From an optimization exercise on the open Yosys and OpenROAD flow, aimed at small area and few clock cycles; shortcuts taken in it are not production practice. Only simulation tests tie the RTL to the original design; equivalence was not proved.

## design/flow/config.mk

```make
export PLATFORM = sky130hd
export DESIGN_NAME = oscillator_bank_renderer
export DESIGN_NICKNAME = oscillator_bank_renderer
export VERILOG_FILES = /design/flow/design.v
export SDC_FILE = /design/flow/constraint.sdc
export NUM_CORES = 4
export LEC_CHECK = 0
export CAP_MARGIN = 20
export CORE_MARGIN = 2
export CORE_UTILIZATION = 40
export SLEW_MARGIN = 20
```

## design/flow/constraint.sdc

```tcl
create_clock -name core_clock -period 20.0 [get_ports {clk}]
set_input_delay 4.0000 -clock core_clock [delete_from_list [all_inputs] [get_ports {clk}]]
set_output_delay 4.0000 -clock core_clock [all_outputs]
set_load 0.01 [all_outputs]
```

## design/flow/design.v

```verilog
module oscillator_bank_renderer (
    input  wire        clk,
    input  wire        rst,
    input  wire        cmd_valid,
    output wire        cmd_ready,
    input  wire [31:0] cmd_word,
    output wire        rsp_valid,
    input  wire        rsp_ready,
    output wire [31:0] rsp_data,
    output wire        smp_valid,
    input  wire        smp_ready,
    output wire [7:0]  smp_data
);
    localparam [4:0]  AMP_MAX   = 5'd16;
    localparam [15:0] SLICE_LEN = 16'd4;
    localparam [3:0] OP_NOP = 4'h0, OP_WRL = 4'h1, OP_WRH = 4'h2, OP_RD = 4'h3,
                     OP_PLAY = 4'h4, OP_CENV = 4'h5, OP_RFORM = 4'h6,
                     OP_RFRIC = 4'h7, OP_RSIL = 4'h8, OP_RESET = 4'hF;
    localparam [1:0] SRC_SIL = 2'd0, SRC_ASP = 2'd1, SRC_FRIC = 2'd2, SRC_BUZZ = 2'd3;
    localparam [1:0] K_SIL = 2'd0, K_FORM = 2'd1, K_FRIC = 2'd2;
    localparam [1:0] S_IDLE = 2'd0, S_RESP = 2'd1, S_RUN = 2'd2;
    localparam [1:0] R_OFF = 2'd0, R_FIRST = 2'd1, R_EMIT = 2'd2;
    logic [6:0][15:0] osc_freq;
    logic [6:0][15:0] osc_phase;
    logic [6:0][1:0]  osc_tmb;     
    logic [6:0][4:0]  osc_amp;     
    logic [2:0][31:0] fosc_freq;
    logic [2:0][31:0] fosc_phase;
    logic [3:0][15:0] start_r;
    logic [3:0][15:0] end_r;
    logic [3:0][15:0] cur;
    logic             psync;
    logic [1:0]       timbre;
    logic             st_ill;
    logic             st_ovf;
    logic [3:0]       st_cause;
    logic [31:0]      badcmd;
    logic [1:0]       st;
    logic [7:0]       rsp_reg;     
    logic             rsp_zero;    
    logic [1:0]       rstate;      
    logic [1:0]       rkind;
    logic [17:0]      rcnt;        
    logic signed [7:0] out_r;
    logic             eng;         
    logic             pl_nr;       
    logic [1:0]       pl_src;
    logic [15:0]      pl_n;        
    logic [15:0]      pl_left;     
    logic             cur_ok;      
    logic [3:0]       gq_ok;       
    logic [3:0][15:0] gl_q;        
    logic [3:0][15:0] gl_r;        
    logic [3:0][15:0] gl_acc;      
    assign cmd_ready = (st == S_IDLE);
    assign rsp_valid = (st == S_RESP);
    assign smp_valid = (rstate == R_EMIT);
    assign smp_data  = out_r;
    wire [3:0]  op    = cmd_word[31:28];
    wire [7:0]  regn  = cmd_word[27:20];
    wire [15:0] imm   = cmd_word[15:0];
    wire [1:0]  c_src = cmd_word[17:16];
    function automatic f_sec(input [7:0] r);
        f_sec = (r >= 8'h10) && (r <= 8'h1B);
    endfunction
    function automatic f_osc(input [7:0] r);
        f_osc = (r >= 8'h20) && (r <= 8'h3B) && (r[1:0] != 2'd3);
    endfunction
    function automatic f_fosc(input [7:0] r);
        f_fosc = (r >= 8'h40) && (r <= 8'h45);
    endfunction
    wire is_start_end_cur = f_sec(regn);
    wire is_osc  = f_osc(regn);
    wire is_fosc = f_fosc(regn);
    wire reg_impl = (regn <= 8'h03) || is_start_end_cur || is_osc || is_fosc;
    wire [2:0] osc_j  = regn[4:2];
    wire [1:0] fosc_k = regn[2:1];
    reg mbz_fail;
    always @(*) begin
        case (op)
            OP_NOP, OP_RESET:        mbz_fail = (cmd_word[27:0] != 28'd0);
            OP_WRL, OP_WRH:          mbz_fail = (cmd_word[19:16] != 4'd0);
            OP_RD:                   mbz_fail = (cmd_word[19:0] != 20'd0);
            OP_PLAY:                 mbz_fail = (cmd_word[27:18] != 10'd0);
            OP_CENV:                 mbz_fail = (cmd_word[27:18] != 10'd0) || (cmd_word[15:0] != 16'd0);
            OP_RFORM, OP_RFRIC, OP_RSIL: mbz_fail = (cmd_word[27:16] != 12'd0);
            default:                 mbz_fail = 1'b0;
        endcase
    end
    wire op_reserved = (op >= 4'h9) && (op <= 4'hE);
    wire op_regacc   = (op == OP_WRL) || (op == OP_WRH) || (op == OP_RD);
    wire acc_fail    = ((op == OP_WRL) && ((regn == 8'h02) || (regn == 8'h03))) ||
                       ((op == OP_WRH) && !is_fosc);
    wire val_fail    = (op == OP_WRL) &&
                       (((regn == 8'h00) && (imm[15:3] != 13'd0)) ||
                        ((regn == 8'h01) && (imm[15:2] != 14'd0)) ||
                        (is_osc && (regn[1:0] == 2'd2) &&
                         ((imm[15:8] != 8'd0) || (imm[5:0] > 6'd16))));
    reg [3:0] cause;
    always @(*) begin
        if (op_reserved)                cause = 4'd1;
        else if (mbz_fail)              cause = 4'd2;
        else if (op_regacc && !reg_impl) cause = 4'd3;
        else if (acc_fail)              cause = 4'd4;
        else if (val_fail)              cause = 4'd5;
        else                            cause = 4'd0;
    end
    wire accept = (st == S_IDLE) && cmd_valid;
    wire legal  = (cause == 4'd0);
    wire [2:0] rs_j = rsp_reg[4:2];
    wire [1:0] rs_k = rsp_reg[2:1];
    reg [31:0] rd_val;
    always @(*) begin
        rd_val = 32'd0;
        if (rsp_zero)                rd_val = 32'd0;
        else if (rsp_reg == 8'h00)   rd_val = {29'd0, timbre, psync};
        else if (rsp_reg == 8'h01)   rd_val = {24'd0, st_cause, 2'b00, st_ovf, st_ill};
        else if (rsp_reg == 8'h02)   rd_val = {16'd0, SLICE_LEN};
        else if (rsp_reg == 8'h03)   rd_val = badcmd;
        else if (f_sec(rsp_reg)) begin
            case (rsp_reg[3:2])
                2'd0:    rd_val = {16'd0, start_r[rsp_reg[1:0]]};
                2'd1:    rd_val = {16'd0, end_r[rsp_reg[1:0]]};
                default: rd_val = {16'd0, cur[rsp_reg[1:0]]};
            endcase
        end else if (f_osc(rsp_reg)) begin
            case (rsp_reg[1:0])
                2'd0:    rd_val = {16'd0, osc_freq[rs_j]};
                2'd1:    rd_val = {16'd0, osc_phase[rs_j]};
                default: rd_val = {24'd0, osc_tmb[rs_j], 1'b0, osc_amp[rs_j]};
            endcase
        end else if (f_fosc(rsp_reg)) begin
            rd_val = rsp_reg[0] ? fosc_phase[rs_k] : fosc_freq[rs_k];
        end
    end
    assign rsp_data = rd_val;
    logic [6:0][15:0] ph_next;
    logic [6:0][7:0]  lane_out;
    logic [2:0][31:0] fph_next;
    logic [2:0][7:0]  noise_raw;
    logic [2:0][7:0]  fric_out;
    genvar g;
    generate
        for (g = 0; g < 7; g = g + 1) begin : g_osc
            wire signed [7:0] rom_val;
            assign ph_next[g] = osc_phase[g] + osc_freq[g];
            obr_buzz_rom u_buzz (
                .timbre (osc_tmb[g]),
                .amp    (osc_amp[g]),
                .idx    (ph_next[g][15:11]),
                .sample (rom_val)
            );
            assign lane_out[g] = (osc_freq[g] == 16'd0) ? 8'd0 : rom_val;
        end
        for (g = 0; g < 3; g = g + 1) begin : g_fosc
            wire signed [7:0] rom_val;
            assign fph_next[g] = fosc_phase[g] + fosc_freq[g];
            obr_noise_rom u_noise (
                .idx    (fph_next[g][31:26]),
                .sample (rom_val)
            );
            assign noise_raw[g] = rom_val;
            assign fric_out[g]  = (fosc_freq[g] == 32'd0) ? 8'd0 : rom_val;
        end
    endgenerate
    wire signed [8:0] form_sum =
        $signed(lane_out[0]) + $signed(lane_out[1]) + $signed(lane_out[2]) +
        $signed(lane_out[3]) + $signed(lane_out[4]) + $signed(lane_out[5]) +
        $signed(lane_out[6]);
    wire form_ovf = (form_sum > 9'sd127) || (form_sum < -9'sd128);
    wire signed [11:0] am_prod = $signed(lane_out[0][5:0]) * $signed(noise_raw[0][5:0]);
    wire signed [4:0]  am_mix  = am_prod[11:7];    
    wire signed [7:0]  fric_sum =
        $signed(fric_out[0]) + $signed(fric_out[1]) + $signed(fric_out[2]) + am_mix;
    logic [3:0][15:0] seg_s, seg_e, g_dist, cur_init, cur_next, acc_next;
    logic [3:0]       g_up;
    wire  [15:0]      imm_m1 = imm - 16'd1;
    wire  [15:0]      n_m1   = pl_n - 16'd1;
    always @(*) begin
        for (int c = 0; c < 4; c++) begin
            logic [16:0] mid, asum, adiff;
            logic [15:0] stp;
            seg_s[c]    = (start_r[c] == 16'd0) ? end_r[c] : start_r[c];
            seg_e[c]    = (end_r[c] == 16'd0) ? start_r[c] : end_r[c];
            g_up[c]     = (seg_e[c] >= seg_s[c]);
            g_dist[c]   = g_up[c] ? (seg_e[c] - seg_s[c]) : (seg_s[c] - seg_e[c]);
            mid         = {1'b0, seg_s[c]} + {1'b0, seg_e[c]};
            cur_init[c] = (imm == 16'd1) ? mid[16:1] : seg_s[c];
            asum        = {1'b0, gl_acc[c]} + {1'b0, gl_r[c]};
            adiff       = asum - {1'b0, n_m1};
            if (!adiff[16]) begin
                acc_next[c] = adiff[15:0];
                stp         = gl_q[c] + 16'd1;
            end else begin
                acc_next[c] = asum[15:0];
                stp         = gl_q[c];
            end
            cur_next[c] = g_up[c] ? (cur[c] + stp) : (cur[c] - stp);
        end
    end
    logic [3:0]       u_ld, u_env, u_busy, u_last, u_mute, u_job;   
    logic [3:0][15:0] u_x, u_dld, u_d, u_q, u_r, u_nq, u_nr;
    logic [3:0][3:0]  u_ahi;
    generate
        for (g = 0; g < 4; g = g + 1) begin : g_div
            localparam [4:0] WK = (g == 1) ? 5'd16 : (g == 2) ? 5'd12 : 5'd9;
            obr_divu #(.W(WK)) u_div (
                .clk    (clk),
                .rst    (rst),
                .ld     (u_ld[g]),
                .ld_env (u_env[g]),
                .x      (u_x[g]),
                .d_ld   (u_dld[g]),
                .d      (u_d[g]),
                .qr     (u_q[g]),
                .rem    (u_r[g]),
                .ahi    (u_ahi[g]),
                .mute   (u_mute[g]),
                .busy   (u_busy[g]),
                .last_q (u_last[g]),
                .nq     (u_nq[g]),
                .nrem   (u_nr[g])
            );
            assign u_d[g] = u_job[g] ? n_m1 : cur[0];
        end
    endgenerate
    wire pl_buzz   = (pl_src == SRC_BUZZ);
    wire env_ready = !pl_buzz || (!(|u_busy[3:1]) && !(|u_job[3:1]));
    wire rend_last = (rstate == R_EMIT) && (rcnt == 18'd1) && smp_ready;
    wire rend_free = (rstate == R_OFF) || rend_last;
    wire w_go      = (st == S_RUN) && eng && (pl_left != 16'd0) && cur_ok && env_ready &&
                     (pl_nr || rend_free);
    wire more      = (pl_left != 16'd1);
    wire g_at_w    = w_go && more && (&gq_ok);
    wire g_late    = (st == S_RUN) && eng && (pl_left != 16'd0) && !cur_ok && (&gq_ok) &&
                     !(pl_buzz && (|u_busy[3:1]));
    wire g_go      = g_at_w || g_late;
    wire adv       = (rstate == R_FIRST) || ((rstate == R_EMIT) && smp_ready && (rcnt != 18'd1));
    wire a_play    = accept && legal && (op == OP_PLAY) && (imm != 16'd0) && (c_src != SRC_SIL);
    wire a_cenv    = accept && legal && (op == OP_CENV) && (c_src == SRC_BUZZ);
    always @(*) begin
        for (int c = 0; c < 4; c++) begin
            u_ld[c]  = 1'b0;
            u_env[c] = 1'b0;
            u_x[c]   = g_dist[c];
            u_dld[c] = n_m1;
            if (a_play) begin
                if (c != 0 && c_src == SRC_BUZZ) begin
                    u_ld[c]  = 1'b1;
                    u_env[c] = 1'b1;
                    u_x[c]   = cur_init[c];
                    u_dld[c] = cur_init[0];
                end else begin
                    u_ld[c]  = (imm != 16'd1);
                    u_dld[c] = imm_m1;
                end
            end else if (a_cenv) begin
                u_ld[c]  = (c != 0);
                u_env[c] = 1'b1;
                u_x[c]   = cur[c];
                u_dld[c] = cur[0];
            end else if (c != 0 && pl_buzz && g_go) begin
                u_ld[c]  = 1'b1;
                u_env[c] = 1'b1;
                u_x[c]   = cur_next[c];
                u_dld[c] = cur_next[0];
            end else if (c != 0 && pl_buzz && w_go && more && !gq_ok[c]) begin
                u_ld[c]  = 1'b1;
            end
        end
    end
    logic [3:1][15:0] k_flo, k_fhi, k_plo, k_phi;
    logic [3:1][4:0]  k_alo, k_ahi;
    always @(*) begin
        for (int k = 1; k < 4; k++) begin
            logic [4:0] wk;
            wk       = (k == 1) ? 5'd16 : (k == 2) ? 5'd12 : 5'd9;
            k_flo[k] = cur[k] - u_r[k];
            k_fhi[k] = k_flo[k] + cur[0];
            k_plo[k] = u_q[k] * osc_phase[0];
            k_phi[k] = k_plo[k] + osc_phase[0];
            k_ahi[k] = u_mute[k] ? 5'd0 : {1'b0, u_ahi[k]};
            k_alo[k] = u_mute[k] ? 5'd0 : (wk - {1'b0, u_ahi[k]});
        end
    end
    always @(posedge clk) begin
        for (int c = 0; c < 4; c++) begin
            if (u_ld[c]) u_job[c] <= !u_env[c];
            if (u_job[c] && u_last[c] && !u_ld[c]) begin
                gl_q[c]  <= u_nq[c];
                gl_r[c]  <= u_nr[c];
                gq_ok[c] <= 1'b1;
            end
        end
        if (rst || (accept && op == OP_RESET && legal)) begin
            osc_freq   <= '0;
            osc_phase  <= '0;
            osc_tmb    <= '0;
            osc_amp    <= '0;
            fosc_freq  <= '0;
            fosc_phase <= '0;
            start_r    <= '0;
            end_r      <= '0;
            cur        <= '0;
            psync      <= 1'b1;
            timbre     <= 2'd0;
            st_ill     <= 1'b0;
            st_ovf     <= 1'b0;
            st_cause   <= 4'd0;
            badcmd     <= 32'd0;
            st         <= S_IDLE;
            rstate     <= R_OFF;
            eng        <= 1'b0;
        end else begin
            if (accept) begin
                if (!legal) begin
                    if (!st_ill) begin
                        st_ill   <= 1'b1;
                        st_cause <= cause;
                        badcmd   <= cmd_word;
                    end
                    if (op == OP_RD) begin
                        rsp_zero <= 1'b1;
                        st       <= S_RESP;
                    end
                end else begin
                    case (op)
                    OP_WRL: begin
                        if (regn == 8'h00) begin
                            psync  <= imm[0];
                            timbre <= imm[2:1];
                        end else if (regn == 8'h01) begin
                            if (imm[0]) begin
                                st_ill   <= 1'b0;
                                st_cause <= 4'd0;
                                badcmd   <= 32'd0;
                            end
                            if (imm[1]) st_ovf <= 1'b0;
                        end else if (is_start_end_cur) begin
                            case (regn[3:2])
                                2'd0:    start_r[regn[1:0]] <= imm;
                                2'd1:    end_r[regn[1:0]]   <= imm;
                                default: cur[regn[1:0]]     <= imm;
                            endcase
                        end else if (is_osc) begin
                            case (regn[1:0])
                                2'd0:    osc_freq[osc_j]  <= imm;
                                2'd1:    osc_phase[osc_j] <= imm;
                                default: begin
                                    osc_tmb[osc_j] <= imm[7:6];
                                    osc_amp[osc_j] <= imm[4:0];
                                end
                            endcase
                        end else if (is_fosc) begin
                            if (regn[0]) fosc_phase[fosc_k][15:0] <= imm;
                            else         fosc_freq[fosc_k][15:0]  <= imm;
                        end
                    end
                    OP_WRH: begin
                        if (regn[0]) fosc_phase[fosc_k][31:16] <= imm;
                        else         fosc_freq[fosc_k][31:16]  <= imm;
                    end
                    OP_RD: begin
                        rsp_zero <= 1'b0;
                        st       <= S_RESP;
                    end
                    OP_CENV: begin
                        if (c_src != SRC_SIL) begin
                            st      <= S_RUN;
                            eng     <= 1'b1;
                            pl_nr   <= 1'b1;
                            pl_src  <= c_src;
                            pl_left <= 16'd1;
                            cur_ok  <= 1'b1;
                        end
                    end
                    OP_RFORM, OP_RFRIC, OP_RSIL: begin
                        if (imm != 16'd0) begin
                            st    <= S_RUN;
                            eng   <= 1'b0;
                            rcnt  <= {2'd0, imm};
                            if (op == OP_RSIL) begin
                                rkind  <= K_SIL;
                                out_r  <= 8'sd0;
                                rstate <= R_EMIT;
                            end else begin
                                rkind  <= (op == OP_RFORM) ? K_FORM : K_FRIC;
                                rstate <= R_FIRST;
                            end
                        end
                    end
                    OP_PLAY: begin
                        if (imm != 16'd0) begin
                            st <= S_RUN;
                            if (c_src == SRC_SIL) begin
                                eng    <= 1'b0;
                                rkind  <= K_SIL;
                                rcnt   <= {imm, 2'b00};
                                out_r  <= 8'sd0;
                                rstate <= R_EMIT;
                            end else begin
                                eng     <= 1'b1;
                                pl_nr   <= 1'b0;
                                pl_src  <= c_src;
                                pl_n    <= imm;
                                pl_left <= imm;
                                cur_ok  <= 1'b1;
                                gq_ok   <= 4'd0;
                                cur     <= cur_init;
                                gl_acc  <= '0;
                            end
                        end
                    end
                    default: ;    
                    endcase
                end
            end
            if (st == S_RESP && rsp_ready) st <= S_IDLE;
            if (adv) begin
                case (rkind)
                K_FORM: begin
                    osc_phase <= ph_next;
                    out_r     <= form_sum[7:0];
                    if (form_ovf) st_ovf <= 1'b1;
                end
                K_FRIC: begin
                    osc_phase[0] <= ph_next[0];
                    fosc_phase   <= fph_next;
                    out_r        <= fric_sum;
                end
                default: out_r <= 8'sd0;
                endcase
            end
            if (rstate == R_FIRST) rstate <= R_EMIT;
            if (rstate == R_EMIT && smp_ready) rcnt <= rcnt - 18'd1;
            if (rend_last && !w_go) begin
                rstate <= R_OFF;
                if (!eng || pl_left == 16'd0) st <= S_IDLE;
            end
            if (g_go) begin
                for (int c = 0; c < 4; c++) begin
                    if (!(c == 0 && pl_src == SRC_ASP)) cur[c] <= cur_next[c];
                    gl_acc[c] <= acc_next[c];
                end
                cur_ok <= 1'b1;
            end
            if (w_go) begin
                pl_left <= pl_left - 16'd1;
                if (more && !g_at_w) cur_ok <= 1'b0;
                if (pl_src == SRC_ASP) begin
                    cur[0]      <= 16'd0;
                    osc_freq[0] <= 16'd0;
                    osc_tmb[0]  <= timbre;
                    osc_amp[0]  <= 5'd0;
                end else begin
                    osc_freq[0] <= cur[0];
                    osc_tmb[0]  <= timbre;
                    osc_amp[0]  <= (cur[0] != 16'd0) ? AMP_MAX : 5'd0;
                end
                if (pl_buzz) begin
                    for (int k = 1; k < 4; k++) begin
                        osc_freq[2*k-1] <= k_flo[k];
                        osc_freq[2*k]   <= k_fhi[k];
                        osc_tmb[2*k-1]  <= timbre;
                        osc_tmb[2*k]    <= timbre;
                        osc_amp[2*k-1]  <= k_alo[k];
                        osc_amp[2*k]    <= k_ahi[k];
                        if (psync) begin
                            osc_phase[2*k-1] <= k_plo[k];
                            osc_phase[2*k]   <= k_phi[k];
                        end
                    end
                end else begin
                    for (int k = 0; k < 3; k++)
                        fosc_freq[k] <= {4'd0, cur[k + 1], 12'd0};
                end
                if (pl_nr) begin
                    st <= S_IDLE;
                end else begin
                    rstate <= R_FIRST;
                    rcnt   <= {2'd0, SLICE_LEN};
                    rkind  <= pl_buzz ? K_FORM : K_FRIC;
                end
            end
        end
    end
    always @(posedge clk) begin
        if (accept) rsp_reg <= regn;
    end
endmodule
module obr_divu #(
    parameter [4:0] W = 5'd16
) (
    input  wire        clk,
    input  wire        rst,
    input  wire        ld,         
    input  wire        ld_env,     
    input  wire [15:0] x,
    input  wire [15:0] d_ld,       
    input  wire [15:0] d,          
    output reg  [15:0] qr,         
    output reg  [15:0] rem,        
    output reg  [3:0]  ahi,
    output reg         mute,
    output wire        busy,
    output wire        last_q,     
    output wire [15:0] nq,         
    output wire [15:0] nrem
);
    reg [2:0] cnt;    
    reg       ah;     
    assign busy   = (cnt != 3'd0) || ah;
    assign last_q = (cnt == 3'd1);
    function automatic [16:0] dstep(input [15:0] r, input b, input [15:0] dv);
        reg [16:0] sh;
        reg [17:0] df;
        begin
            sh = {r, b};
            df = {1'b0, sh} - {2'b00, dv};
            dstep = df[17] ? {1'b0, sh[15:0]} : {1'b1, df[15:0]};
        end
    endfunction
    wire [19:0] wr   = W * rem;
    wire        do_a = (cnt == 3'd0);
    wire [15:0] s_r0 = do_a ? wr[19:4] : rem;
    wire [3:0]  s_b  = do_a ? wr[3:0]  : qr[15:12];
    wire [16:0] s1 = dstep(s_r0,      s_b[3], d);
    wire [16:0] s2 = dstep(s1[15:0],  s_b[2], d);
    wire [16:0] s3 = dstep(s2[15:0],  s_b[1], d);
    wire [16:0] s4 = dstep(s3[15:0],  s_b[0], d);
    wire [3:0]  s_q = {s1[16], s2[16], s3[16], s4[16]};
    assign nq   = {qr[11:0], s_q};
    assign nrem = s4[15:0];
    wire c1 = (x[15:4]  >= d_ld);
    wire c2 = ({4'd0, x[15:8]}  >= d_ld);
    wire c3 = ({12'd0, x[15:12]} >= d_ld);
    always @(posedge clk) begin
        if (rst) begin
            cnt <= 3'd0;
            ah  <= 1'b0;
        end else if (ld) begin
            if (ld_env && (d_ld == 16'd0 || x == 16'd0)) begin
                rem  <= x;
                qr   <= 16'd0;
                cnt  <= 3'd0;
                ah   <= 1'b0;
                ahi  <= 4'd0;
                mute <= 1'b1;
            end else begin
                mute <= 1'b0;
                ah   <= ld_env;
                if (c3) begin
                    rem <= 16'd0;             qr <= x;                cnt <= 3'd4;
                end else if (c2) begin
                    rem <= {12'd0, x[15:12]}; qr <= {x[11:0], 4'd0};  cnt <= 3'd3;
                end else if (c1) begin
                    rem <= {8'd0, x[15:8]};   qr <= {x[7:0], 8'd0};   cnt <= 3'd2;
                end else begin
                    rem <= {4'd0, x[15:4]};   qr <= {x[3:0], 12'd0};  cnt <= 3'd1;
                end
            end
        end else if (cnt != 3'd0) begin
            rem <= s4[15:0];
            qr  <= {qr[11:0], s_q};
            cnt <= cnt - 3'd1;
        end else if (ah) begin
            ahi <= s_q;
            ah  <= 1'b0;
        end
    end
endmodule
module obr_buzz_rom (
    input  wire [1:0]        timbre,
    input  wire [4:0]        amp,       
    input  wire [4:0]        idx,
    output wire signed [7:0] sample
);
    reg signed [6:0] tri_v;
    always @(*) begin
        if (idx <= 5'd8)
            tri_v = 7'sd3 * $signed({2'b00, idx});
        else if (idx <= 5'd24)
            tri_v = 7'sd3 * (7'sd16 - $signed({2'b00, idx}));
        else
            tri_v = 7'sd3 * ($signed({2'b00, idx}) - 7'sd32);
    end
    wire        neg = tri_v[6];
    wire [5:0]  mag_tri = neg ? -tri_v[5:0] : tri_v[5:0];
    wire [10:0] prod = amp * mag_tri;
    wire [10:0] q = prod >> (3'd4 + timbre);
    wire [7:0]  qq = q[7:0];
    assign sample = neg ? -qq : qq;
endmodule
module obr_noise_rom (
    input  wire [5:0]        idx,
    output reg  signed [7:0] sample
);
    always @(*) begin
        case (idx)
            6'd0:  sample = 8'sd6;    6'd1:  sample = -8'sd5;
            6'd2:  sample = 8'sd8;    6'd3:  sample = 8'sd17;
            6'd4:  sample = 8'sd3;    6'd5:  sample = -8'sd6;
            6'd6:  sample = -8'sd2;   6'd7:  sample = 8'sd14;
            6'd8:  sample = -8'sd9;   6'd9:  sample = 8'sd0;
            6'd10: sample = -8'sd8;   6'd11: sample = 8'sd6;
            6'd12: sample = 8'sd12;   6'd13: sample = 8'sd15;
            6'd14: sample = -8'sd15;  6'd15: sample = -8'sd3;
            6'd16: sample = 8'sd20;   6'd17: sample = 8'sd3;
            6'd18: sample = -8'sd2;   6'd19: sample = -8'sd11;
            6'd20: sample = 8'sd16;   6'd21: sample = 8'sd10;
            6'd22: sample = 8'sd0;    6'd23: sample = -8'sd8;
            6'd24: sample = -8'sd13;  6'd25: sample = 8'sd18;
            6'd26: sample = 8'sd16;   6'd27: sample = -8'sd19;
            6'd28: sample = -8'sd14;  6'd29: sample = -8'sd13;
            6'd30: sample = 8'sd1;    6'd31: sample = -8'sd11;
            6'd32: sample = 8'sd11;   6'd33: sample = -8'sd6;
            6'd34: sample = -8'sd11;  6'd35: sample = 8'sd15;
            6'd36: sample = 8'sd15;   6'd37: sample = 8'sd2;
            6'd38: sample = -8'sd4;   6'd39: sample = 8'sd17;
            6'd40: sample = 8'sd0;    6'd41: sample = 8'sd3;
            6'd42: sample = -8'sd3;   6'd43: sample = 8'sd0;
            6'd44: sample = 8'sd4;    6'd45: sample = 8'sd8;
            6'd46: sample = -8'sd14;  6'd47: sample = 8'sd1;
            6'd48: sample = -8'sd3;   6'd49: sample = 8'sd10;
            6'd50: sample = 8'sd7;    6'd51: sample = -8'sd5;
            6'd52: sample = 8'sd16;   6'd53: sample = 8'sd0;
            6'd54: sample = -8'sd13;  6'd55: sample = -8'sd1;
            6'd56: sample = -8'sd20;  6'd57: sample = -8'sd7;
            6'd58: sample = -8'sd17;  6'd59: sample = 8'sd8;
            6'd60: sample = -8'sd2;   6'd61: sample = -8'sd11;
            6'd62: sample = -8'sd7;   default: sample = -8'sd17;
        endcase
    end
endmodule
```

## design/flow/run.sh

```bash
#!/bin/bash
# synth_recipe.tcl (not shown) runs the flow's synth.tcl, then flattens the netlist and writes it again
# the make line also repeats each setting of config.mk as NAME=value (left out here)
make -C /OpenROAD-flow-scripts/flow DESIGN_CONFIG=/design/flow/config.mk WORK_HOME=/design/flow/orfs CLKGATE_MAP_FILE= SYNTH_SCRIPT=/design/flow/synth_recipe.tcl finish
```

==> results of run 1 <==
[per-stage QoR]
step | instance area, um2 | util
3_3_place_gp | 155000 | 0.418
2_1_floorplan | 149000 | -
5_1_grt | 161000 | 0.433
3_5_place_dp | 155000 | 0.418
6_report | 161000 | 0.433
4_1_cts | 161000 | 0.433
[placed cells by master, fill, tap and decap left out, types with 413 or more instances in the layout]
cell type / n
sky130_fd_sc_hd__a211oi_1: 417
sky130_fd_sc_hd__dfxtp_1: 708
sky130_fd_sc_hd__a21oi_1: 1556
sky130_fd_sc_hd__nand2_1: 1788
sky130_fd_sc_hd__xnor2_1: 829
sky130_fd_sc_hd__buf_4: 413
sky130_fd_sc_hd__nand3_1: 440
sky130_fd_sc_hd__nor2_1: 1598
sky130_fd_sc_hd__inv_1: 1507
sky130_fd_sc_hd__fa_1: 488
sky130_fd_sc_hd__ha_1: 1674
sky130_fd_sc_hd__o21ai_0: 970
[kinds of logic (layout without fill, tap and decap cells)]
kind of cell,after synthesis,after routing
AO/OA/AOI/OAI,5625,5625
XOR/XNOR,1176,1176
adder cells (fa/ha/maj),2163,2163
buffers and inverters,2574,2293
flip-flops,1133,1133
multiplexers,545,545
other,0,60
AND/OR/NAND/NOR,5773,5773
[critical path: cells and delay by family (launching register included)]
family,cells,cell delay (ns)
and+or+nand+nor,12,2.30
DFF,1,0.60
AOI/OAI and AO/OA,21,3.88
muxes,3,0.83
adders and majority gates,16,6.27
buffers and inverters,8,0.95
xor gates and xnor gates,8,2.34
[path summary, 6_finish.rpt]
check | from | to | slack, ns | cells after the start
setup / recovery | osc_phase[1]$_SDFF_PP0_ | out_r[7]$_SDFFCE_PP0P_ | 2.54 | 68
setup reg to reg | osc_phase[1]$_SDFF_PP0_ | out_r[7]$_SDFFCE_PP0P_ | 2.54 | 68
hold / removal | badcmd[5]$_SDFFE_PP0P_ | badcmd[5]$_SDFFE_PP0P_ | 0.45 | 2
hold reg to reg | badcmd[5]$_SDFFE_PP0P_ | badcmd[5]$_SDFFE_PP0P_ | 0.45 | 2
[layout make-up]
type / instances / area share
Antenna cell: 60 / 0.000933
Clock buffer: 199 / 0.0274
Tap cell: 4972 / 0.0387
Inverter: 1528 / 0.0357
Sequential cell: 1133 / 0.167
Clock inverter: 80 / 0.00598
Timing Repair Buffer: 486 / 0.0239
Multi-Input combinational cell: 15282 / 0.701
[routing by layer]
| layer | vias up | global-route usage | share of wire |
|---|---|---|---|
| met5 | - | 0.00555 | 0.00077 |
| met4 | 19 | 0.235 | 0.084 |
| met3 | 2203 | 0.0932 | 0.11 |
| met2 | 8785 | 0.504 | 0.41 |
| met1 | 71938 | 0.431 | 0.39 |
| li1 | 67624 | - | - |
==> results.txt, run 1 <==
Synth
The number of nets handed over by synthesis was 21188. The number of flip-flops and latches in the synthesized netlist is 1133. Yosys printed 6 warnings. The number of different library cells used by synthesis comes to 127.

By area, the combinational part of the netlist is dominated by compound AO/OA/AOI/OAI gates. The most common cell in the synthesized netlist is sky130_fd_sc_hd__nand2_1. Of the total synthesized cell area, the portion taken by AND, OR, NAND and NOR gates is 0.182. The portion of synthesized area spent on multiplexers is 0.0475. Of the total synthesized cell area, the portion taken by XOR and XNOR cells is 0.0692. The cell area that synthesis handed to floorplanning was 149000 um2. The number of instances in the synthesized netlist is 18989. Yosys attributes the largest share of cell area to sky130_fd_sc_hd__ha_1, sky130_fd_sc_hd__dfxtp_1, sky130_fd_sc_hd__edfxtp_1, sky130_fd_sc_hd__fa_1, sky130_fd_sc_hd__a21oi_1. The share of synthesized area in the top cell type comes to 0.141. Dividing the synthesized area by the synthesized cell count gives 7.84 um2.

The share of the synthesized area in compound gates (AO/OA/AOI/OAI) is 0.249. Yosys mapped a number of flops with a built-in enable equal to 412. The sequential fraction of the synthesis area is 0.180. The async set-reset flop share out of synthesis is 0. The flip-flop cell with the highest count after synthesis is sky130_fd_sc_hd__dfxtp_1.

By count the netlist is led by sky130_fd_sc_hd__nand2_1, sky130_fd_sc_hd__ha_1, sky130_fd_sc_hd__nor2_1. Of the total synthesized cell area, the portion taken by full adders, half adders and majority gates is 0.206. The post-synthesis cell type with the largest combined area is sky130_fd_sc_hd__ha_1.

CTS
The clock latency at the later pin of the worst-skew pair is 0.95 ns. Gates resized during post-CTS repair numbered 0. The clock-pin slew of the registers on the worst-case setup and hold paths is 0.07 ns. The number of buffers inserted to repair setup after CTS is 0. The total clock sinks is 1133. TritonCTS built the clock tree. No sink is reached through more buffers than the 4 on the longest clock path.

For this design, the CTS-stage hold fixing added 0 buffers. The depth of the CTS H-tree is 4. Buffers inserted during clock tree synthesis total 155. The root buffer cell chosen for the clock tree is sky130_fd_sc_hd__clkbuf_16.

Setup path
The standard cell with the maximum stage delay on the critical path is sky130_fd_sc_hd__nor4_1. The startpoint-to-endpoint class of the critical path is flip-flop to flip-flop. At the worst endpoint, the arrival time is 18.07 ns. The critical path launch point type is a flip-flop. For the worst setup path, the data required time is 20.61 ns. The worst setup path is captured at a flip-flop. The most used cell along the critical path is sky130_fd_sc_hd__fa_1.

The largest driver fanout on the critical path is 17. The delay of the slowest cell on the worst path is 0.67 ns.

Cells and area
Across the whole layout, storage elements account for 26800 um2. The largest registers in the layout are osc_freq (112), osc_phase (112). The count of cells in the finished layout, fillers not included, comes to 23740.

The share of cells above drive strength 1 is 0.0698. The area of the multi-input gates is 113000 um2. The post-layout net count is 20785.

The area growth from synthesis to layout is 8.10%. The layout has 37624 filler cells.

Placed design
Before CTS, the worst setup slack after placement is 2.62 ns. The cell total after placement is 23398. The placed wire-length estimate after detailed placement is 508000 um. At the end of routability-driven placement, the weighted congestion stood at 1.04. The count of buffers added on input and output ports is 79.

Die
80 I/O pins were placed. The core region is 371000 um2. After floorplanning, the core was divided into 224 placement rows. The area of the die is 377000 um2.

The initial utilization of the core area, before any placement, comes to 0.401. From bottom edge to top edge, the die measures 614 um. The die is 614 um wide.

STA
Setup slack closes at 2.54 ns. Setup repair after global routing left no endpoint under its margin. Static timing analysis puts the maximum clock frequency at 57.3 MHz. After layout, the minimum clock period comes to 17.46 ns. The actual transition at the worst max-transition pin is 1.40 ns. The worst-case clock skew is 0.130 ns. The worst pin sits at a relative slew slack of 0.0679. The final setup violation count is 0. In the finished design, the share of the clock period the worst path needs comes to 0.873.

The setup TNS after final layout is 0 ns. The final count of pins violating max slew is 0. The number of endpoints with negative hold slack in the final report was 0. The smallest hold slack is 0.454 ns.

Route
The routed layout has 150569 vias. After the first detailed-routing iteration, the DRC count stood at 19252. The count of unresolved DRC violations after routing is 0. The count of nets left with antenna violations once routing finished came out at 0. Summed over all layers, the routed wires come to 668000 um. In the final routed layout, each cell accounts on average for 28.1 um. The first TritonRoute pass finished after 9 iterations.

The via density per instance is 6.34.

Global routing
The number of antenna violations at the first check in global routing was 48. The number of global-route vias before repair is 138206. The global-route wire length before repair is 958000 um. Global routing finished with a remaining overflow of 0. For this run, the total global-route usage over all layers was measured as 0.342. Entering global routing, the biggest net connects 198 pins.

Job
The tool flagged a number of max-cap violations equal to 0.

Status
The flow ran to the end and the layout has no timing, DRC or antenna violations.

Hold path
The tightest min-delay check is of the flip-flop to flip-flop type.
Testbench counts, summed over its fixed seeds: cycles 14,037.
==> run 2, diff against run 1 <==
--- a/design/flow/design.v
+++ b/design/flow/design.v
@@ -45,7 +45,11 @@
     logic             eng;         
     logic             pl_nr;       
     logic [1:0]       pl_src;
-    logic [15:0]      pl_n;        
+    logic [15:0]      pl_nm1;      
+    logic [3:0]       g_upr;       
+    logic [15:0]      pfin;        
+    logic [3:0][15:0] cur_nx;      
+    logic             nx_ok;       
     logic [15:0]      pl_left;     
     logic             cur_ok;      
     logic [3:0]       gq_ok;       
@@ -105,6 +109,18 @@
         else if (val_fail)              cause = 4'd5;
         else                            cause = 4'd0;
     end
+    function automatic [16:0] radd(input [15:0] a, input [15:0] b, input ci);
+        reg c;
+        integer i;
+        begin
+            c = ci;
+            for (i = 0; i < 16; i = i + 1) begin
+                radd[i] = a[i] ^ b[i] ^ c;
+                c = (a[i] & b[i]) | ((a[i] ^ b[i]) & c);
+            end
+            radd[16] = c;
+        end
+    endfunction
     wire accept = (st == S_IDLE) && cmd_valid;
     wire legal  = (cause == 4'd0);
     wire [2:0] rs_j = rsp_reg[4:2];
@@ -174,35 +190,49 @@
         $signed(fric_out[0]) + $signed(fric_out[1]) + $signed(fric_out[2]) + am_mix;
     logic [3:0][15:0] seg_s, seg_e, g_dist, cur_init, cur_next, acc_next;
     logic [3:0]       g_up;
-    wire  [15:0]      imm_m1 = imm - 16'd1;
-    wire  [15:0]      n_m1   = pl_n - 16'd1;
+    wire  [15:0]      imm_m1 = radd(imm, 16'hFFFF, 1'b0);
     always @(*) begin
         for (int c = 0; c < 4; c++) begin
-            logic [16:0] mid, asum, adiff;
-            logic [15:0] stp;
+            logic [16:0] mid, d_es, d_se, asum, adiff, cn;
+            logic        cy;
             seg_s[c]    = (start_r[c] == 16'd0) ? end_r[c] : start_r[c];
             seg_e[c]    = (end_r[c] == 16'd0) ? start_r[c] : end_r[c];
-            g_up[c]     = (seg_e[c] >= seg_s[c]);
-            g_dist[c]   = g_up[c] ? (seg_e[c] - seg_s[c]) : (seg_s[c] - seg_e[c]);
-            mid         = {1'b0, seg_s[c]} + {1'b0, seg_e[c]};
+            d_es        = radd(seg_e[c], ~seg_s[c], 1'b1);
+            d_se        = radd(seg_s[c], ~seg_e[c], 1'b1);
+            g_up[c]     = d_es[16];
+            g_dist[c]   = g_up[c] ? d_es[15:0] : d_se[15:0];
+            mid         = radd(seg_s[c], seg_e[c], 1'b0);
             cur_init[c] = (imm == 16'd1) ? mid[16:1] : seg_s[c];
-            asum        = {1'b0, gl_acc[c]} + {1'b0, gl_r[c]};
-            adiff       = asum - {1'b0, n_m1};
-            if (!adiff[16]) begin
-                acc_next[c] = adiff[15:0];
-                stp         = gl_q[c] + 16'd1;
-            end else begin
-                acc_next[c] = asum[15:0];
-                stp         = gl_q[c];
-            end
-            cur_next[c] = g_up[c] ? (cur[c] + stp) : (cur[c] - stp);
+            asum        = radd(gl_acc[c], gl_r[c], 1'b0);
+            adiff       = radd(asum[15:0], ~pl_nm1, 1'b1);
+            cy          = asum[16] | adiff[16];
+            acc_next[c] = cy ? adiff[15:0] : asum[15:0];
+            cn          = radd(cur_nx[c], gl_q[c] ^ {16{~g_upr[c]}}, cy ^ ~g_upr[c]);
+            cur_next[c] = cn[15:0];
         end
     end
     logic [3:0]       u_ld, u_env, u_busy, u_last, u_mute, u_job;   
-    logic [3:0][15:0] u_x, u_dld, u_d, u_q, u_r, u_nq, u_nr;
+    logic [3:0][15:0] u_x, u_dld, u_d, u_q, u_r, u_nq, u_nr, u_hp;
     logic [3:0][3:0]  u_ahi;
+    obr_divg u_div0 (
+        .clk    (clk),
+        .rst    (rst),
+        .ld     (u_ld[0]),
+        .x      (u_x[0]),
+        .d      (pl_nm1),
+        .qr     (u_q[0]),
+        .rem    (u_r[0]),
+        .busy   (u_busy[0]),
+        .last_q (u_last[0]),
+        .nq     (u_nq[0]),
+        .nrem   (u_nr[0])
+    );
+    assign u_mute[0] = 1'b0;
+    assign u_ahi[0]  = 4'd0;
+    assign u_hp[0]   = 16'd0;
+    assign u_d[0]    = pl_nm1;
     generate
-        for (g = 0; g < 4; g = g + 1) begin : g_div
+        for (g = 1; g < 4; g = g + 1) begin : g_div
             localparam [4:0] WK = (g == 1) ? 5'd16 : (g == 2) ? 5'd12 : 5'd9;
             obr_divu #(.W(WK)) u_div (
                 .clk    (clk),
@@ -212,8 +242,10 @@
                 .x      (u_x[g]),
                 .d_ld   (u_dld[g]),
                 .d      (u_d[g]),
+                .p      (pfin),
                 .qr     (u_q[g]),
                 .rem    (u_r[g]),
+                .hp     (u_hp[g]),
                 .ahi    (u_ahi[g]),
                 .mute   (u_mute[g]),
                 .busy   (u_busy[g]),
@@ -221,19 +253,21 @@
                 .nq     (u_nq[g]),
                 .nrem   (u_nr[g])
             );
-            assign u_d[g] = u_job[g] ? n_m1 : cur[0];
+            assign u_d[g] = u_job[g] ? pl_nm1 : cur[0];
         end
     endgenerate
     wire pl_buzz   = (pl_src == SRC_BUZZ);
     wire env_ready = !pl_buzz || (!(|u_busy[3:1]) && !(|u_job[3:1]));
     wire rend_last = (rstate == R_EMIT) && (rcnt == 18'd1) && smp_ready;
-    wire rend_free = (rstate == R_OFF) || rend_last;
+    wire rend_keep = (rstate == R_EMIT) && ((rcnt == 18'd2 && smp_ready) || (rcnt == 18'd1 && !smp_ready));
+    wire rend_free = (rstate == R_OFF) || rend_last || rend_keep;
     wire w_go      = (st == S_RUN) && eng && (pl_left != 16'd0) && cur_ok && env_ready &&
                      (pl_nr || rend_free);
     wire more      = (pl_left != 16'd1);
-    wire g_at_w    = w_go && more && (&gq_ok);
-    wire g_late    = (st == S_RUN) && eng && (pl_left != 16'd0) && !cur_ok && (&gq_ok) &&
+    wire g_at_w    = w_go && more && nx_ok;
+    wire g_late    = (st == S_RUN) && eng && (pl_left != 16'd0) && !cur_ok && nx_ok &&
                      !(pl_buzz && (|u_busy[3:1]));
+    wire nx_adv    = (st == S_RUN) && eng && !pl_nr && !nx_ok && (&gq_ok);
     wire g_go      = g_at_w || g_late;
     wire adv       = (rstate == R_FIRST) || ((rstate == R_EMIT) && smp_ready && (rcnt != 18'd1));
     wire a_play    = accept && legal && (op == OP_PLAY) && (imm != 16'd0) && (c_src != SRC_SIL);
@@ -243,7 +277,7 @@
             u_ld[c]  = 1'b0;
             u_env[c] = 1'b0;
             u_x[c]   = g_dist[c];
-            u_dld[c] = n_m1;
+            u_dld[c] = cur[0];
             if (a_play) begin
                 if (c != 0 && c_src == SRC_BUZZ) begin
                     u_ld[c]  = 1'b1;
@@ -252,18 +286,16 @@
                     u_dld[c] = cur_init[0];
                 end else begin
                     u_ld[c]  = (imm != 16'd1);
-                    u_dld[c] = imm_m1;
                 end
-            end else if (a_cenv) begin
-                u_ld[c]  = (c != 0);
+            end else if (c != 0 && a_cenv) begin
+                u_ld[c]  = 1'b1;
                 u_env[c] = 1'b1;
                 u_x[c]   = cur[c];
-                u_dld[c] = cur[0];
             end else if (c != 0 && pl_buzz && g_go) begin
                 u_ld[c]  = 1'b1;
                 u_env[c] = 1'b1;
-                u_x[c]   = cur_next[c];
-                u_dld[c] = cur_next[0];
+                u_x[c]   = cur_nx[c];
+                u_dld[c] = cur_nx[0];
             end else if (c != 0 && pl_buzz && w_go && more && !gq_ok[c]) begin
                 u_ld[c]  = 1'b1;
             end
@@ -273,16 +305,25 @@
     logic [3:1][4:0]  k_alo, k_ahi;
     always @(*) begin
         for (int k = 1; k < 4; k++) begin
-            logic [4:0] wk;
+            logic [4:0]  wk;
+            logic [16:0] t1, t2, t3;
             wk       = (k == 1) ? 5'd16 : (k == 2) ? 5'd12 : 5'd9;
-            k_flo[k] = cur[k] - u_r[k];
-            k_fhi[k] = k_flo[k] + cur[0];
-            k_plo[k] = u_q[k] * osc_phase[0];
-            k_phi[k] = k_plo[k] + osc_phase[0];
+            t1       = radd(cur[k], ~u_r[k], 1'b1);
+            t2       = radd(t1[15:0], cur[0], 1'b0);
+            t3       = radd(u_hp[k], pfin, 1'b0);
+            k_flo[k] = t1[15:0];
+            k_fhi[k] = t2[15:0];
+            k_plo[k] = u_hp[k];
+            k_phi[k] = t3[15:0];
             k_ahi[k] = u_mute[k] ? 5'd0 : {1'b0, u_ahi[k]};
             k_alo[k] = u_mute[k] ? 5'd0 : (wk - {1'b0, u_ahi[k]});
         end
     end
+    wire [16:0] pfin_nx  = radd(pfin, {cur[0][13:0], 2'b00}, 1'b0);
+    wire [16:0] left_dec = radd(pl_left, 16'hFFFF, 1'b0);
+    wire [16:0] rc_lo    = radd(rcnt[15:0], 16'hFFFF, 1'b0);
+    wire [16:0] rc_hi    = radd({14'd0, rcnt[17:16]}, 16'hFFFF, rc_lo[16]);
+    wire [17:0] rcnt_dec = {rc_hi[1:0], rc_lo[15:0]};
     always @(posedge clk) begin
         for (int c = 0; c < 4; c++) begin
             if (u_ld[c]) u_job[c] <= !u_env[c];
@@ -372,6 +413,7 @@
                             pl_src  <= c_src;
                             pl_left <= 16'd1;
                             cur_ok  <= 1'b1;
+                            pfin    <= osc_phase[0];
                         end
                     end
                     OP_RFORM, OP_RFRIC, OP_RSIL: begin
@@ -402,11 +444,15 @@
                                 eng     <= 1'b1;
                                 pl_nr   <= 1'b0;
                                 pl_src  <= c_src;
-                                pl_n    <= imm;
+                                pl_nm1  <= imm_m1;
+                                g_upr   <= g_up;
+                                pfin    <= osc_phase[0];
                                 pl_left <= imm;
                                 cur_ok  <= 1'b1;
                                 gq_ok   <= 4'd0;
                                 cur     <= cur_init;
+                                cur_nx  <= cur_init;
+                                nx_ok   <= 1'b0;
                                 gl_acc  <= '0;
                             end
                         end
@@ -432,20 +478,24 @@
                 endcase
             end
             if (rstate == R_FIRST) rstate <= R_EMIT;
-            if (rstate == R_EMIT && smp_ready) rcnt <= rcnt - 18'd1;
+            if (rstate == R_EMIT && smp_ready) rcnt <= rcnt_dec[17:0];
             if (rend_last && !w_go) begin
                 rstate <= R_OFF;
                 if (!eng || pl_left == 16'd0) st <= S_IDLE;
             end
             if (g_go) begin
-                for (int c = 0; c < 4; c++) begin
-                    if (!(c == 0 && pl_src == SRC_ASP)) cur[c] <= cur_next[c];
-                    gl_acc[c] <= acc_next[c];
-                end
+                for (int c = 0; c < 4; c++)
+                    if (!(c == 0 && pl_src == SRC_ASP)) cur[c] <= cur_nx[c];
                 cur_ok <= 1'b1;
             end
+            if (g_go || nx_adv) begin
+                cur_nx <= cur_next;
+                gl_acc <= acc_next;
+                nx_ok  <= 1'b1;
+            end
             if (w_go) begin
-                pl_left <= pl_left - 16'd1;
+                pl_left <= left_dec[15:0];
+                pfin    <= pfin_nx[15:0];
                 if (more && !g_at_w) cur_ok <= 1'b0;
                 if (pl_src == SRC_ASP) begin
                     cur[0]      <= 16'd0;
@@ -477,8 +527,13 @@
                 if (pl_nr) begin
                     st <= S_IDLE;
                 end else begin
-                    rstate <= R_FIRST;
-                    rcnt   <= {2'd0, SLICE_LEN};
+                    if (rend_keep) begin
+                        rstate <= R_EMIT;
+                        rcnt   <= {2'd0, SLICE_LEN} + 18'd1;
+                    end else begin
+                        rstate <= R_FIRST;
+                        rcnt   <= {2'd0, SLICE_LEN};
+                    end
                     rkind  <= pl_buzz ? K_FORM : K_FRIC;
                 end
             end
@@ -498,8 +553,10 @@
     input  wire [15:0] x,
     input  wire [15:0] d_ld,       
     input  wire [15:0] d,          
+    input  wire [15:0] p,          
     output reg  [15:0] qr,         
     output reg  [15:0] rem,        
+    output reg  [15:0] hp,         
     output reg  [3:0]  ahi,
     output reg         mute,
     output wire        busy,
@@ -509,6 +566,7 @@
 );
     reg [2:0] cnt;    
     reg       ah;     
+    reg       hv;     
     assign busy   = (cnt != 3'd0) || ah;
     assign last_q = (cnt == 3'd1);
     function automatic [16:0] dstep(input [15:0] r, input b, input [15:0] dv);
@@ -520,6 +578,18 @@
             dstep = df[17] ? {1'b0, sh[15:0]} : {1'b1, df[15:0]};
         end
     endfunction
+    function automatic [16:0] radd(input [15:0] a, input [15:0] b, input ci);
+        reg c;
+        integer i;
+        begin
+            c = ci;
+            for (i = 0; i < 16; i = i + 1) begin
+                radd[i] = a[i] ^ b[i] ^ c;
+                c = (a[i] & b[i]) | ((a[i] ^ b[i]) & c);
+            end
+            radd[16] = c;
+        end
+    endfunction
     wire [19:0] wr   = W * rem;
     wire        do_a = (cnt == 3'd0);
     wire [15:0] s_r0 = do_a ? wr[19:4] : rem;
@@ -531,14 +601,21 @@
     wire [3:0]  s_q = {s1[16], s2[16], s3[16], s4[16]};
     assign nq   = {qr[11:0], s_q};
     assign nrem = s4[15:0];
-    wire c1 = (x[15:4]  >= d_ld);
-    wire c2 = ({4'd0, x[15:8]}  >= d_ld);
-    wire c3 = ({12'd0, x[15:12]} >= d_ld);
+    wire [16:0] h1 = radd({hp[11:0], 4'd0}, qr[0] ? p : 16'd0, 1'b0);
+    wire [16:0] h2 = radd(h1[15:0], qr[1] ? {p[14:0], 1'b0} : 16'd0, 1'b0);
+    wire [16:0] h3 = radd(h2[15:0], qr[2] ? {p[13:0], 2'd0} : 16'd0, 1'b0);
+    wire [16:0] h4 = radd(h3[15:0], qr[3] ? {p[12:0], 3'd0} : 16'd0, 1'b0);
+    wire c1 = radd({4'd0, x[15:4]},   ~d_ld, 1'b1) >> 16;
+    wire c2 = radd({8'd0, x[15:8]},   ~d_ld, 1'b1) >> 16;
+    wire c3 = radd({12'd0, x[15:12]}, ~d_ld, 1'b1) >> 16;
     always @(posedge clk) begin
         if (rst) begin
             cnt <= 3'd0;
             ah  <= 1'b0;
+            hv  <= 1'b0;
         end else if (ld) begin
+            hp <= 16'd0;
+            hv <= 1'b0;
             if (ld_env && (d_ld == 16'd0 || x == 16'd0)) begin
                 rem  <= x;
                 qr   <= 16'd0;
@@ -549,7 +626,7 @@
             end else begin
                 mute <= 1'b0;
                 ah   <= ld_env;
-                if (c3) begin
+                if (c3 || !ld_env) begin
                     rem <= 16'd0;             qr <= x;                cnt <= 3'd4;
                 end else if (c2) begin
                     rem <= {12'd0, x[15:12]}; qr <= {x[11:0], 4'd0};  cnt <= 3'd3;
@@ -559,13 +636,71 @@
                     rem <= {4'd0, x[15:4]};   qr <= {x[3:0], 12'd0};  cnt <= 3'd1;
                 end
             end
-        end else if (cnt != 3'd0) begin
-            rem <= s4[15:0];
-            qr  <= {qr[11:0], s_q};
-            cnt <= cnt - 3'd1;
-        end else if (ah) begin
-            ahi <= s_q;
-            ah  <= 1'b0;
+        end else begin
+            if (hv) hp <= h4[15:0];
+            if (cnt != 3'd0) begin
+                rem <= s4[15:0];
+                qr  <= {qr[11:0], s_q};
+                cnt <= cnt - 3'd1;
+                hv  <= 1'b1;
+            end else begin
+                hv <= 1'b0;
+                if (ah) begin
+                    ahi <= s_q;
+                    ah  <= 1'b0;
+                end
+            end
+        end
+    end
+endmodule
+module obr_divg (
+    input  wire        clk,
+    input  wire        rst,
+    input  wire        ld,
+    input  wire [15:0] x,
+    input  wire [15:0] d,          
+    output reg  [15:0] qr,
+    output reg  [15:0] rem,
+    output wire        busy,
+    output wire        last_q,
+    output wire [15:0] nq,
+    output wire [15:0] nrem
+);
+    reg [3:0] cnt;
+    assign busy   = (cnt != 4'd0);
+    assign last_q = (cnt == 4'd1);
+    function automatic [16:0] rstep(input [15:0] r, input b, input [15:0] dv);
+        reg [16:0] sh;
+        reg [16:0] nd;
+        reg [16:0] df;
+        reg        c;
+        integer i;
+        begin
+            sh = {r, b};
+            nd = ~{1'b0, dv};
+            c  = 1'b1;
+            for (i = 0; i < 17; i = i + 1) begin
+                df[i] = sh[i] ^ nd[i] ^ c;
+                c = (sh[i] & nd[i]) | ((sh[i] ^ nd[i]) & c);
+            end
+            rstep = c ? {1'b1, df[15:0]} : {1'b0, sh[15:0]};
+        end
+    endfunction
+    wire [16:0] s1 = rstep(rem,      qr[15], d);
+    wire [16:0] s2 = rstep(s1[15:0], qr[14], d);
+    assign nq   = {qr[13:0], s1[16], s2[16]};
+    assign nrem = s2[15:0];
+    always @(posedge clk) begin
+        if (rst) begin
+            cnt <= 4'd0;
+        end else if (ld) begin
+            rem <= 16'd0;
+            qr  <= x;
+            cnt <= 4'd8;
+        end else if (cnt != 4'd0) begin
+            rem <= nrem;
+            qr  <= nq;
+            cnt <= cnt - 4'd1;
         end
     end
 endmodule
==> run 2 against run 1 <==
  * Cell count decreased by 20%
  * Final area decreased by 13%
  * Sequential share of layout area is 5.3 points higher
  * Setup slack better by 0.0068 ns
  * Worst hold slack got worse by 0.029 ns
  * Critical endpoint unchanged
==> results.txt, run 2 <==
Setup path
The critical path required time came to 20.66 ns (+0.05 ns). The launch point of the worst reg-to-reg path is osc_freq[3]$_SDFFE_PP0P_. The delay of the slowest cell on the worst path is 0.74 ns (+0.07 ns). By instance count, the cell type seen most on the critical path is sky130_fd_sc_hd__fa_1. The standard cell with the maximum stage delay on the critical path is sky130_fd_sc_hd__a21oi_1. The critical path launch point type is a flip-flop. The data arrival time of the worst path came to 18.12 ns (+0.05 ns). The endpoint class of the critical path is a flip-flop. The cell depth of the worst flop-to-flop path was 67 (-1.5%). In this run the critical register-to-register path is captured at out_r[7]$_SDFFCE_PP0P_.

The startpoint-to-endpoint class of the critical path is flip-flop to flip-flop. The reg2reg setup slack is 2.54 ns (about the same). The largest driver fanout on the critical path is 11 (-6).

STA
The relative max-transition margin came to 0.140 (+0.0726). The worst-case clock skew is 0.0830 ns (-0.0467 ns). Setup repair after global routing left no endpoint under its margin. The setup TNS after final layout is 0 ns (unchanged). The ratio of final minimum period to clock period is 0.873 (about the same). The actual transition at the worst max-transition pin is 1.28 ns (-0.122 ns). The maximum frequency from static timing analysis is 57.3 MHz (about the same). The final count of pins violating max slew is 0 (unchanged). The number of endpoints with negative hold slack in the final report is 0 (unchanged). The final setup violation count is 0 (unchanged). The smallest hold slack is 0.425 ns (-0.0286 ns). The time the worst path needs with I/O delays and setup was 17.46 ns (-0.00682 ns).

Global routing
The global-route wire length before repair is 786000 um (-18%). The overall routing resource usage was 0.326 (-0.0155). The largest net degree at the start of global routing is 155 (-22%). The global-route congestion overflow total is 0 (unchanged). The number of antenna violations at the first check in global routing came to 42 (-13%). The number of global-route vias before repair was 111701 (-19%).

Synth
The number of instances in the synthesized netlist is 14759 (-22%). The most common cell in the synthesized netlist is sky130_fd_sc_hd__nor2_1. The sequential fraction of the synthesis area was 0.239 (+0.0591). The top-area cell type share of the netlist area is 0.135 (-0.00538).

After synthesis, the cell types taking the most area are sky130_fd_sc_hd__fa_1, sky130_fd_sc_hd__edfxtp_1, sky130_fd_sc_hd__dfxtp_1, sky130_fd_sc_hd__ha_1, sky130_fd_sc_hd__nor2_1. The number of flip-flops and latches in the synthesized netlist is 1269 (+12%). The total nets after synthesis is 16638 (-21%). The count of synthesis-stage warnings from yosys is 7 (+1). By count the netlist is led by sky130_fd_sc_hd__nor2_1, sky130_fd_sc_hd__inv_1, sky130_fd_sc_hd__nand2_1. The number of enable flip-flop cells after synthesis is 544 (+32%). The post-synthesis instance area is 129000 um2 (-13%). The number of distinct library cells after synthesis is 126 (-0.79%).

The post-synthesis cell type with the largest combined area is sky130_fd_sc_hd__fa_1. The mean cell area of the mapped netlist came to 8.74 um2 (+11%). The async set-reset flop share out of synthesis is 0 (unchanged). For this run, the leading register cell type out of synthesis is sky130_fd_sc_hd__dfxtp_1.

Placed design
The routability congestion estimate came to 1.07 (+2.0%). The placed wire-length estimate after detailed placement is 416000 um (-18%). The number of I/O port buffers was 79 (unchanged).

CTS
The number of CTS-inserted buffers was 163 (+5.2%). The root buffer cell chosen for the clock tree is sky130_fd_sc_hd__clkbuf_16. The number of buffers inserted to repair setup after CTS was 0 (unchanged). The clock-pin slew of the registers on the worst-case setup and hold paths is 0.07 ns (about the same). The clock tree from TritonCTS is built.

The number of resized instances in the post-cts repair step is 0 (unchanged). The total clock sinks is 1269 (+12%). The number of buffers between clock root and the deepest sink is 4 (unchanged). The depth of the CTS H-tree is 4 (unchanged).

The clock latency at the later pin of the worst-skew pair was 0.93 ns (-0.02 ns). The number of buffers inserted by hold repair at cts is 0 (unchanged).

Cells and area
The most frequent standard cell in the layout excluding fill and tap cells is sky130_fd_sc_hd__nor2_1. The fill cell total of the finished layout is 31656 (-16%). Leaving out fill and tap cells, the most frequent cells in the layout are sky130_fd_sc_hd__nor2_1, sky130_fd_sc_hd__inv_1, sky130_fd_sc_hd__nand2_1, sky130_fd_sc_hd__a21oi_1, sky130_fd_sc_hd__ha_1. The share of cells above drive strength 1 is 0.0764 (+0.00657). The area of the multi-input gates is 90700 um2 (-20%). The post-layout net count was 16397 (-21%). The area of all sequential standard cells came to 30800 um2 (+15%). The largest registers in the layout are osc_freq (112), osc_phase (112). Relative to the synthesized area, the layout overhead comes to 8.92%.

Die
The area of the die is 327000 um2 (-13%). The I/O pin count was 80 (unchanged). The total core area is 321000 um2 (-14%).

The initial standard-cell utilization of the core came to 0.402 (+0.00116). The site row count is 208 (-7.1%). The die width was 572 um (-6.9%).

The height of the die is 572 um (-6.9%).

Hold path
The hold path depth came to 0 (-2). The destination of the worst hold path is gl_q[45]$_DFFE_PP_. The class of the tightest hold or removal check is flip-flop to flip-flop. The worst hold path begins at g_div[2].u_div.qr[9]$_DFFE_PP_.

Job
The number of max-capacitance violations reported was 0 (unchanged).

Route
The via density per instance was 6.28 (-1.0%). The remaining antenna violation count is 0 (unchanged). The routed via count is 119090 (-21%). The average routed wire per standard cell is 28.8 um (+2.3%). The number of violations reported at the end of detailed-routing iteration 0 is 15632 (-19%). The final wirelength is 546000 um (-18%). The count of TritonRoute iterations in the first routing pass is 10 (+1). The count of unresolved DRC violations after routing is 0 (unchanged).

Status
The flow ran to the end and the layout has no timing, DRC or antenna violations.
## run 2: per-layer routing
metal / vias up / GRT usage / share of wire
li1: 52543 / - / -
met1: 57919 / 0.421 / 0.39
met2: 6878 / 0.468 / 0.41
met3: 1704 / 0.102 / 0.12
met4: 46 / 0.212 / 0.079
met5: - / 0.00265 / 0.00082
## run 2: cell type report
cell class,count,share of cell area
clock inverters,71,0.00633
inverters,1236,0.0330
multi-input cells,11432,0.646
well taps,4305,0.0383
flip-flops and latches,1269,0.220
repair buffers,416,0.0236
diodes,16,0.000285
clock buffers,227,0.0332
## run 2: critical path, delay by kind of cell (launching register included)
kind                     cells  cell delay, ns
adder cells (fa/ha/maj)     18            7.26
multiplexers                 1            0.30
buffers and inverters        5            0.50
AO/OA/AOI/OAI               21            4.83
flip-flops                   1            0.36
AND/OR/NAND/NOR             15            1.72
XOR/XNOR                     7            2.23
## run 2: cell families (layout without fill, tap and decap cells)
kind of cell,count (synthesis),after routing,share of synthesized area
AO/OA/AOI/OAI,4099,4099,0.214
XOR/XNOR,637,637,0.0433
AND/OR/NAND/NOR,4228,4228,0.151
adder cells (fa/ha/maj),1843,1843,0.229
other,0,16,0
multiplexers,625,625,0.0619
flip-flops,1269,1269,0.239
buffers and inverters,2058,1950,0.0607
## run 2: per-stage QoR
stage               std cells  instance area, um2  setup slack [ns]  utilization
floorplan               14759              129000              4.69            -
global placement        18656              135000              2.66        0.420
detailed placement      18656              135000              2.67        0.420
CTS                     18954              140000              2.64        0.438
global route            18959              140000              1.21        0.438
finish                  18972              141000              2.54        0.438
## run 2: worst max-delay path by stage
stage / from / end / depth (start not counted)
after floorplan: osc_freq[8]$_SDFFE_PP0P_ / out_r[7]$_SDFFCE_PP0P_ / 68
after global placement: osc_freq[0]$_SDFFE_PP0P_ / out_r[7]$_SDFFCE_PP0P_ / 67
after detailed placement: osc_freq[3]$_SDFFE_PP0P_ / out_r[7]$_SDFFCE_PP0P_ / 67
after CTS: osc_freq[3]$_SDFFE_PP0P_ / out_r[7]$_SDFFCE_PP0P_ / 67
after global routing: osc_phase[1]$_SDFF_PP0_ / out_r[7]$_SDFFCE_PP0P_ / 66
final: osc_freq[3]$_SDFFE_PP0P_ / out_r[7]$_SDFFCE_PP0P_ / 67
Testbench counts of run 2, summed over its fixed seeds: cycles 13,606.

==> afterwards: timing with drivers on the ports <==
The flow's constraints put no driver on any port. The routed layouts listed below were extracted and timed again, unchanged, in two steps. Step 1 sets driving cells, clkbuf_16 on the clock port and buf_2 on the other inputs (assumed; they add their load-dependent delay and slew). Step 2 times the ports against the registers' clock, not the clock port: input delays grow and output delays shrink by t, the midpoint of the rising clock arrivals with the driver on. a / b / c = ideal ports / drivers / drivers and shift; a / b = the first two.
| run | t, ns | slack for setup (ns) | hold slack, ns | worst setup path at the end | latest minus earliest clock arrival (ns) |
|---|---|---|---|---|---|
| run 1 | 0.988 | 2.538 / 2.538 / 2.538 | 0.454 / 0.454 / 0.454 | register to register | 0.129 / 0.130 |
| run 2 | 0.994 | 2.545 / 2.545 / 2.545 | 0.425 / 0.425 / 0.425 | register to register | 0.084 / 0.084 |
After both steps every run listed still meets setup and hold.
